This is an optimization exercise on Yosys and OpenROAD, whose aim is small area, a short achievable clock period and few clock cycles, not a production implementation. The RTL was checked by simulation tests, not by an equivalence proof against the original design.

==> flow/design.v (excerpt) <==
module pac_raster (
    input  wire        clk,
    input  wire        rst,
    input  wire        cmd_valid,
    output wire        cmd_ready,
    input  wire [7:0]  cmd_op,
    input  wire [7:0]  cmd_v,
    input  wire [15:0] cmd_a,
    input  wire [15:0] cmd_b,
    input  wire [15:0] cmd_c,
    input  wire [15:0] cmd_d,
    input  wire [7:0]  rd_addr,
    output wire [7:0]  rd_data
);
    localparam [7:0] OP_SETPX = 8'h01, OP_FILL = 8'h02, OP_CLEAR = 8'h03,
                     OP_LINE  = 8'h10, OP_RECT = 8'h11, OP_RECTF = 8'h12,
                     OP_CIRC  = 8'h13, OP_CIRCF = 8'h14;
    localparam [2:0] S_IDLE = 3'd0, S_LDIV = 3'd1, S_LRUN = 3'd2,
                     S_CIRC = 3'd3, S_CIRCF = 3'd4;
    reg [2:0]  state;
    reg        s;
    reg [15:0] a, b;
    function [15:0] add3(input [15:0] a, input [15:0] b, input [15:0] k, input cin);
        reg [15:0] s0, c0, g, p, g1, p1;
        integer i, st;
        begin
            s0 = a ^ b ^ k;
            c0 = ((a & b) | (a & k) | (b & k)) << 1;
            g = s0 & c0;
            p = s0 ^ c0;
            g[0] = g[0] | (p[0] & cin);
            g1 = g; p1 = p;
            for (st = 1; st < 16; st = st * 2) begin
                for (i = 15; i >= st; i = i - 1) begin
                    g1[i] = g1[i] | (p1[i] & g1[i - st]);
                    p1[i] = p1[i] & p1[i - st];
                end
            end
            add3 = p ^ {g1[14:0], cin};
        end
    endfunction
    function [31:0] add2p(input [15:0] a, input [15:0] b);
        reg [15:0] g, p, g1, p1;
        integer i, st;
        begin
            g = a & b;
            p = a ^ b;
  ...
make LEC_CHECK=0 CAP_MARGIN=20 CORE_MARGIN=2 CORE_UTILIZATION=30 SETUP_SLACK_MARGIN=4 SLEW_MARGIN=20 TNS_END_PERCENT=100 finish   # period 12.0 ns
run.sh (not shown) runs the stock make flow with config.mk's settings and CLKGATE_MAP_FILE= SYNTH_SCRIPT=/design/flow/synth_recipe.tcl, a recipe that flattens the netlist after the stock synthesis.
Testbench counts at the start, summed over its fixed seeds: cycles 5,536.
Then changed:
--- a/flow/design.v
+++ b/flow/design.v
@@ -145,29 +145,22 @@
     wire [7:0] t2 = add4(ue, Qe, qe, 8'd2);                   
     wire       la   = (w == ew);
     wire       lb   = (wn == ew);
     wire [5:0] aend = la ? eu : (cr ? s0[5:0] : sm[5:0]);
     wire [5:0] bst  = cr ? sp[5:0] : s0[5:0];
     wire [5:0] bend = lb ? eu : ((cr && cya) ? tp[5:0] : (cr || cya) ? t0[5:0] : tm[5:0]);
     wire [5:0] nu   = (cr && cya) ? t2[5:0] : (cr || cya) ? tp[5:0] : t0[5:0];
-    wire [7:0] Q0e = {2'b0, Q0};
-    wire [7:0] d_end = pfx(ue, Q0e, 1'b0);                    
-    wire [7:0] d_nu  = pfx(ue, Q0e, 1'b1);                    
-    wire [7:0] d_p1  = pfx(R0, d0[7:0], 1'b0);                
-    wire [7:0] d_p4  = pfx(R0, d0[15:8], 1'b0);               
-    wire       d_c   = !d_p1[7];
-    wire [5:0] a_end = div ? d_end[5:0] : aend;
     assign xmaj = xm;
     assign alo  = ij ? u : ~u;
-    assign ahi  = ij ? a_end : ~a_end;
+    assign ahi  = ij ? aend : ~aend;
     assign amn  = in_ ? w : ~w;
     assign blo  = ij ? bst : ~bst;
     assign bhi  = ij ? bend : ~bend;
     assign bmn  = in_ ? wn : ~wn;
-    assign bv   = !la && !div;
+    assign bv   = !la;
     assign last = la || lb;
     always @(posedge clk) begin
         if (load) begin
             xm  <= nxmaj;
             mM  <= nxmaj ? adx : {1'b0, ady};
             m1  <= nxmaj ? {3'b0, ady} : {3'b0, adx[4:0]};
             m2  <= nxmaj ? {2'b0, ady, 1'b0} : {2'b0, adx[4:0], 1'b0};
@@ -180,20 +173,17 @@
             w   <= nw;
             wn  <= nwn;
             ew  <= nin ? mn1 : ~mn1;
         end else if (div) begin
             q   <= {Q0[4:0], d0[16]};
             rm  <= d0[15:8];
             rmm <= d0[7:0];
-            u   <= d_nu[5:0];
-            w   <= wn;
-            wn  <= wn + 6'd1;
-            Qr  <= {Q0[4:0], d0[16]};
-            cr  <= d_c;
-            R   <= d_c ? d_p1 : d_p4;
+            Qr  <= Q0;
+            cr  <= 1'b1;
+            R   <= R0;
         end else begin
             u  <= nu;
             w  <= w + 6'd2;
             wn <= wn + 6'd2;
             Qr <= q;
             cr <= cyb;
             R  <= rn;
@@ -426,15 +416,15 @@
                         c1l = ax; c1h = cx_; r1l = by; r1h = dy_;
                     end
                     default: ;
                 endcase
                 p1v = p1v & accept;
                 p2v = p2v & accept;
             end
-            S_LDIV, S_LRUN: begin
+            S_LRUN: begin
                 p1v = 1'b1; p2v = l_bv;
                 if (l_xmaj) begin
                     c1l = l_alo; c1h = l_ahi; r1l = l_amn[4:0]; r1h = l_amn[4:0];
                     c2l = l_blo; c2h = l_bhi; r2l = l_bmn[4:0]; r2h = l_bmn[4:0];
                 end else begin
                     c1l = l_amn; c1h = l_amn; r1l = l_alo[4:0]; r1h = l_ahi[4:0];
                     c2l = l_bmn; c2h = l_bmn; r2l = l_blo[4:0]; r2h = l_bhi[4:0];
The changed run passed the timing, design-rule and antenna checks.
Design area went down by 1.9%.
Global-route usage went up by 0.67 points.
Routed wire length went up by 0.40%.
Sequential share of layout area went up by 1.0 points.
Synthesized cell count went down by 1.9%.
Hold slack got worse by 0.076 ns.
Clock skew went down by 0.016 ns.
Worst setup slack improved by 0.28 ns.
Via count went down by 2.7%.
Testbench counts after the change, summed over its fixed seeds: cycles 5,699.

## re-timing with driven ports
The results above use ideal ports. As a check the final layouts listed here were re-extracted and re-timed, cells and wires unchanged. Step 1 (the two cells are an assumption about what drives the block):
set clk [get_ports {clk}]
set_driving_cell -lib_cell sky130_fd_sc_hd__clkbuf_16 $clk
set_driving_cell -lib_cell sky130_fd_sc_hd__buf_2 [delete_from_list [all_inputs] $clk]
Step 2, shift: input delay + t, output delay - t, t = (earliest + latest rising clock arrival at the registers) / 2. This alone moves slack from input paths to output paths. a / b / c = ideal / step 1 / step 2; a / b = the first two.
| run | shift t [ns] | setup WS [ns] | worst hold slack (ns) | worst data-port slew with drivers (ns) | cell pins on the clock port's net |
|---|---|---|---|---|---|
| the first run | 1.012 | 3.528 / 3.246 / 2.982 | 0.578 / 0.578 / 0.578 | 0.42 | 1 |
| the second run | 1.040 | 3.810 / 3.208 / 3.071 | 0.503 / 0.503 / 0.503 | 0.77 | 1 |
After both steps every run listed still meets setup and hold. The setup slack of the second run, which loses most, moves by -0.602 ns with the drivers and by -0.739 ns with both steps.
